Background: an optimization exercise with open tools, aiming at small area, a short achievable clock period and few clock cycles. Do not read the settings as production practice. Where RTL was checked, it was by simulation tests only, not by an equivalence proof against the original. Power is estimated from default activity; no workload was simulated.

## picoweb_engine
module picoweb_engine (
    input  wire        clk,
    input  wire        rst,
    input  wire        cmd_valid,
    output wire        cmd_ready,
    input  wire [1:0]  cmd_op,       
    input  wire [7:0]  cmd_type,     
    input  wire [7:0]  cmd_ctx,      
    input  wire [15:0] cmd_len,      
    input  wire [15:0] cmd_addr,     
    input  wire [5:0]  rx_len,       
    output wire [4:0]  rx_addr,
    input  wire [7:0]  rx_data,
    output wire [15:0] pay_addr,
    input  wire [7:0]  pay_data,
    output wire        tx_valid,
    output wire [7:0]  tx_data,
    output wire        ev_valid,
    output wire [1:0]  ev_kind,      
    output wire [7:0]  ev_type,
    output wire [7:0]  ev_ctx,
    output wire [7:0]  ev_data,
    output wire        rsp_valid,
    output wire [2:0]  rsp_status
);
export LEC_CHECK = 0
export CAP_MARGIN = 20
export CORE_MARGIN = 2
export CORE_UTILIZATION = 40
export SLEW_MARGIN = 20
create_clock -name core_clock -period 10.0 [get_ports {clk}]
standard.sh (not shown) runs the stock make flow with config.mk's settings and CLKGATE_MAP_FILE= SYNTH_SCRIPT=/design/flow/synth_recipe.tcl, a recipe that flattens the netlist after the stock synthesis.
==> flow/flow/run.sh <==
#!/bin/bash
# Standard ORFS layout of the design, with repair_timing aiming for extra setup
# slack. The constraints (constraint.sdc) are the standard flow's, unchanged.
set -euo pipefail
export SETUP_SLACK_MARGIN=${MARGIN:-6.5}
bash standard.sh finish > flow_finish.log 2>&1
Next try:
==> flow/flow/run.sh (replaced) <==
#!/bin/bash
# Standard ORFS layout of the design (the standard.sh, its constraint.sdc
# unchanged), with these changes to how the layout is made:
#  - repair_timing aims for extra setup slack (SETUP_SLACK_MARGIN),
#  - the port buffers are buf_2 cells (repair may resize them),
#  - clock tree synthesis inserts no dummy loads.
set -euo pipefail
export SETUP_SLACK_MARGIN=${MARGIN:-6.8}
export BUFFER_PORTS_ARGS="-buffer_cell sky130_fd_sc_hd__buf_2"
export CTS_ARGS="-sink_clustering_enable -repair_clock_nets -dont_use_dummy_load"
bash standard.sh finish > flow_finish.log 2>&1
Final area decreases by 1.5%.
Clock power decreases by 15%.
Combinational power increases by about 5%.
Flip-flop and latch count is unchanged.
Non-clock buffer count increases by 38.
Register-to-register slack improves by 0.26 ns.
Hold slack improves by 0.027 ns.
Fmax increases by 8.1%.
Clock skew increases by 0.046 ns.
Cell count is about the same.
Next try:
--- a/flow/flow/run.sh
+++ b/flow/flow/run.sh
@@ -7,3 +7,3 @@
 set -euo pipefail
-export SETUP_SLACK_MARGIN=${MARGIN:-6.8}
+export SETUP_SLACK_MARGIN=${MARGIN:-6.5}
 export BUFFER_PORTS_ARGS="-buffer_cell sky130_fd_sc_hd__buf_2"
Result: Sequential power barely changes; clock power fell by a few percent; sequential cell count stays the same; design area decreases by a few percent; setup slack got worse by 0.26 ns; clock-buffer cell count went down by 2; wire length goes down by a few percent; global-route usage fell by 0.42 points; power falls by a few percent; final cell count came out lower slightly.
No functional check of the RTL was part of any run of this note.

picoweb_engine, a different RTL version from the one above (not shown whole).
Size: about 2,100 cells after synthesis, roughly 360 flip-flops, roughly 140 I/O pins.
clock: 10.0 ns
lec_check: 0
cap_margin: 20
core_margin: 2
core_utilization: 60
slew_margin: 20
==> flow/flow/run.sh <==
#!/bin/bash
# Standard ORFS layout of the design (the standard.sh, its constraint.sdc
# unchanged), with these changes to how the layout is made:
#  - repair_timing aims for extra setup slack (SETUP_SLACK_MARGIN),
#  - the port buffers are buf_1 cells (repair may resize them),
#  - clock tree synthesis inserts no dummy loads, and clusters more sinks per buffer.
set -euo pipefail
export SETUP_SLACK_MARGIN=${MARGIN:-6.8}
export BUFFER_PORTS_ARGS="-buffer_cell sky130_fd_sc_hd__buf_1"
export CTS_ARGS="-sink_clustering_enable -repair_clock_nets -dont_use_dummy_load -sink_clustering_size ${CTS_SIZE:-20} -sink_clustering_max_diameter ${CTS_DIAM:-100}"
bash standard.sh finish > flow_finish.log 2>&1
The starting point finished clean.
Testbench counts at the start, summed over its fixed seeds: cycles 105,091.
Rerun with:
==> flow/flow/run.sh (replaced) <==
#!/bin/bash
# Standard ORFS layout of the design (the standard.sh, its constraint.sdc
# unchanged), with these changes to how the layout is made:
#  - repair_timing aims for extra setup slack (SETUP_SLACK_MARGIN),
#  - the port buffers are buf_2 cells (repair may resize them),
#  - clock tree synthesis inserts no dummy loads.
set -euo pipefail
export SETUP_SLACK_MARGIN=${MARGIN:-6.8}
export BUFFER_PORTS_ARGS="-buffer_cell sky130_fd_sc_hd__buf_2"
export CTS_ARGS="-sink_clustering_enable -repair_clock_nets -dont_use_dummy_load"
bash standard.sh finish > flow_finish.log 2>&1
=> The new run completed without violations. Combinational power barely changes. Non-clock buffer count shrinks by 17. Wire length grows by 2.0%. Global-route usage stays flat. Final cell count is about the same. Clock-buffer cell count grows by 17.
Rerun with:
--- a/flow/flow/run.sh
+++ b/flow/flow/run.sh
@@ -6 +6 @@
-#  - clock tree synthesis inserts no dummy loads.
+#  - clock tree synthesis inserts no dummy loads, and clusters more sinks per buffer.
@@ -10 +10 @@
-export CTS_ARGS="-sink_clustering_enable -repair_clock_nets -dont_use_dummy_load"
+export CTS_ARGS="-sink_clustering_enable -repair_clock_nets -dont_use_dummy_load -sink_clustering_size ${CTS_SIZE:-20} -sink_clustering_max_diameter ${CTS_DIAM:-100}"
--- a/flow/config.mk
+++ b/flow/config.mk
@@ -10 +10 @@
-export CORE_UTILIZATION = 60
+export CORE_UTILIZATION = 72
Outcome: Area after synthesis stays the same; setup slack gets worse by 490 ps; final cell count went down by a few percent; non-clock buffer count goes down by 2; final area shrinks by a few percent; clock skew went down by 20 ps; die area came out lower by about a fifth.
Rerun with:
--- a/flow/config.mk
+++ b/flow/config.mk
@@ -10 +10 @@
-export CORE_UTILIZATION = 72
+export CORE_UTILIZATION = 60
The changed run finished clean.
Register-to-register slack gets better by 470 ps.
First-iteration DRC count shrinks by 43%.
Total power came out lower by 1.9%.
Non-clock buffer count went down by 7.
Die area increases by 20%.
Sequential cell count stays the same.
Final cell count came out higher by 3.7%.
Final area barely changes.
Combinational power fell by about 6%.
Global-route usage goes down by 7.4 points.
Rerun with:
--- a/flow/flow/run.sh
+++ b/flow/flow/run.sh
@@ -8 +8 @@
-export SETUP_SLACK_MARGIN=${MARGIN:-6.8}
+export SETUP_SLACK_MARGIN=${MARGIN:-6.9}
Combinational power is higher by about a fifth.
Sequential power is lower by a few percent.
Wire length is higher slightly.
Total power is higher by a few percent.
Sequential share of layout area is lower by 1.4 points.
Clock skew is lower by 3.1 ps.
Die area does not change.
Non-clock buffer count is higher by 69.
Clock power is lower slightly.

-- port drivers added, routing unchanged --
How much do the figures lean on ideal ports? The routed layouts below were timed once more, with nothing changed but the port constraints. Step 1 (the two cells are an assumption about what drives the block):
set clk [get_ports {clk}]
set_driving_cell -lib_cell sky130_fd_sc_hd__clkbuf_16 $clk
set_driving_cell -lib_cell sky130_fd_sc_hd__buf_2 [delete_from_list [all_inputs] $clk]
Step 2 adds t to the input delays and takes it off the output delays; t is the mean of the earliest and latest rising clock arrival at the registers after step 1. Input paths then give back, and output paths get back, about the clock's delay inside the block. Three values: ideal ports, drivers, drivers and shift; two values: the first two.
| run | t, ns | slack for setup (ns) | worst setup path at the end | latest minus earliest clock arrival (ns) | cell pins on the clock port's net |
|---|---|---|---|---|---|
| the first run of note 1 | 0.633 | 6.524 / 6.474 / 5.947 | input to register | 0.020 / 0.020 | 1 |
| the second run of note 1 | 0.616 | 6.786 / 6.768 / 6.170 | input to register | 0.066 / 0.066 | 1 |
| the third run of note 1 | 0.613 | 6.524 / 6.469 / 6.001 | input to register | 0.045 / 0.045 | 1 |
| the first run of note 2 | 0.580 | 6.749 / 6.754 / 6.203 | input to register | 0.044 / 0.044 | 1 |
| the second run of note 2 | 0.562 | 6.789 / 6.748 / 6.249 | input to register | 0.042 / 0.042 | 1 |
| the third run of note 2 | 0.587 | 6.296 / 6.296 / 6.290 | input to register | 0.022 / 0.023 | 1 |
| the fourth run of note 2 | 0.575 | 6.762 / 6.756 / 6.294 | input to register | 0.043 / 0.042 | 1 |
| the fifth run of note 2 | 0.585 | 6.836 / 6.836 / 6.370 | input to register | 0.039 / 0.039 | 1 |
After both steps every run listed still meets setup and hold. The setup slack of the second run of note 1, which loses most, moves by -0.018 ns with the drivers and by -0.616 ns with both steps.
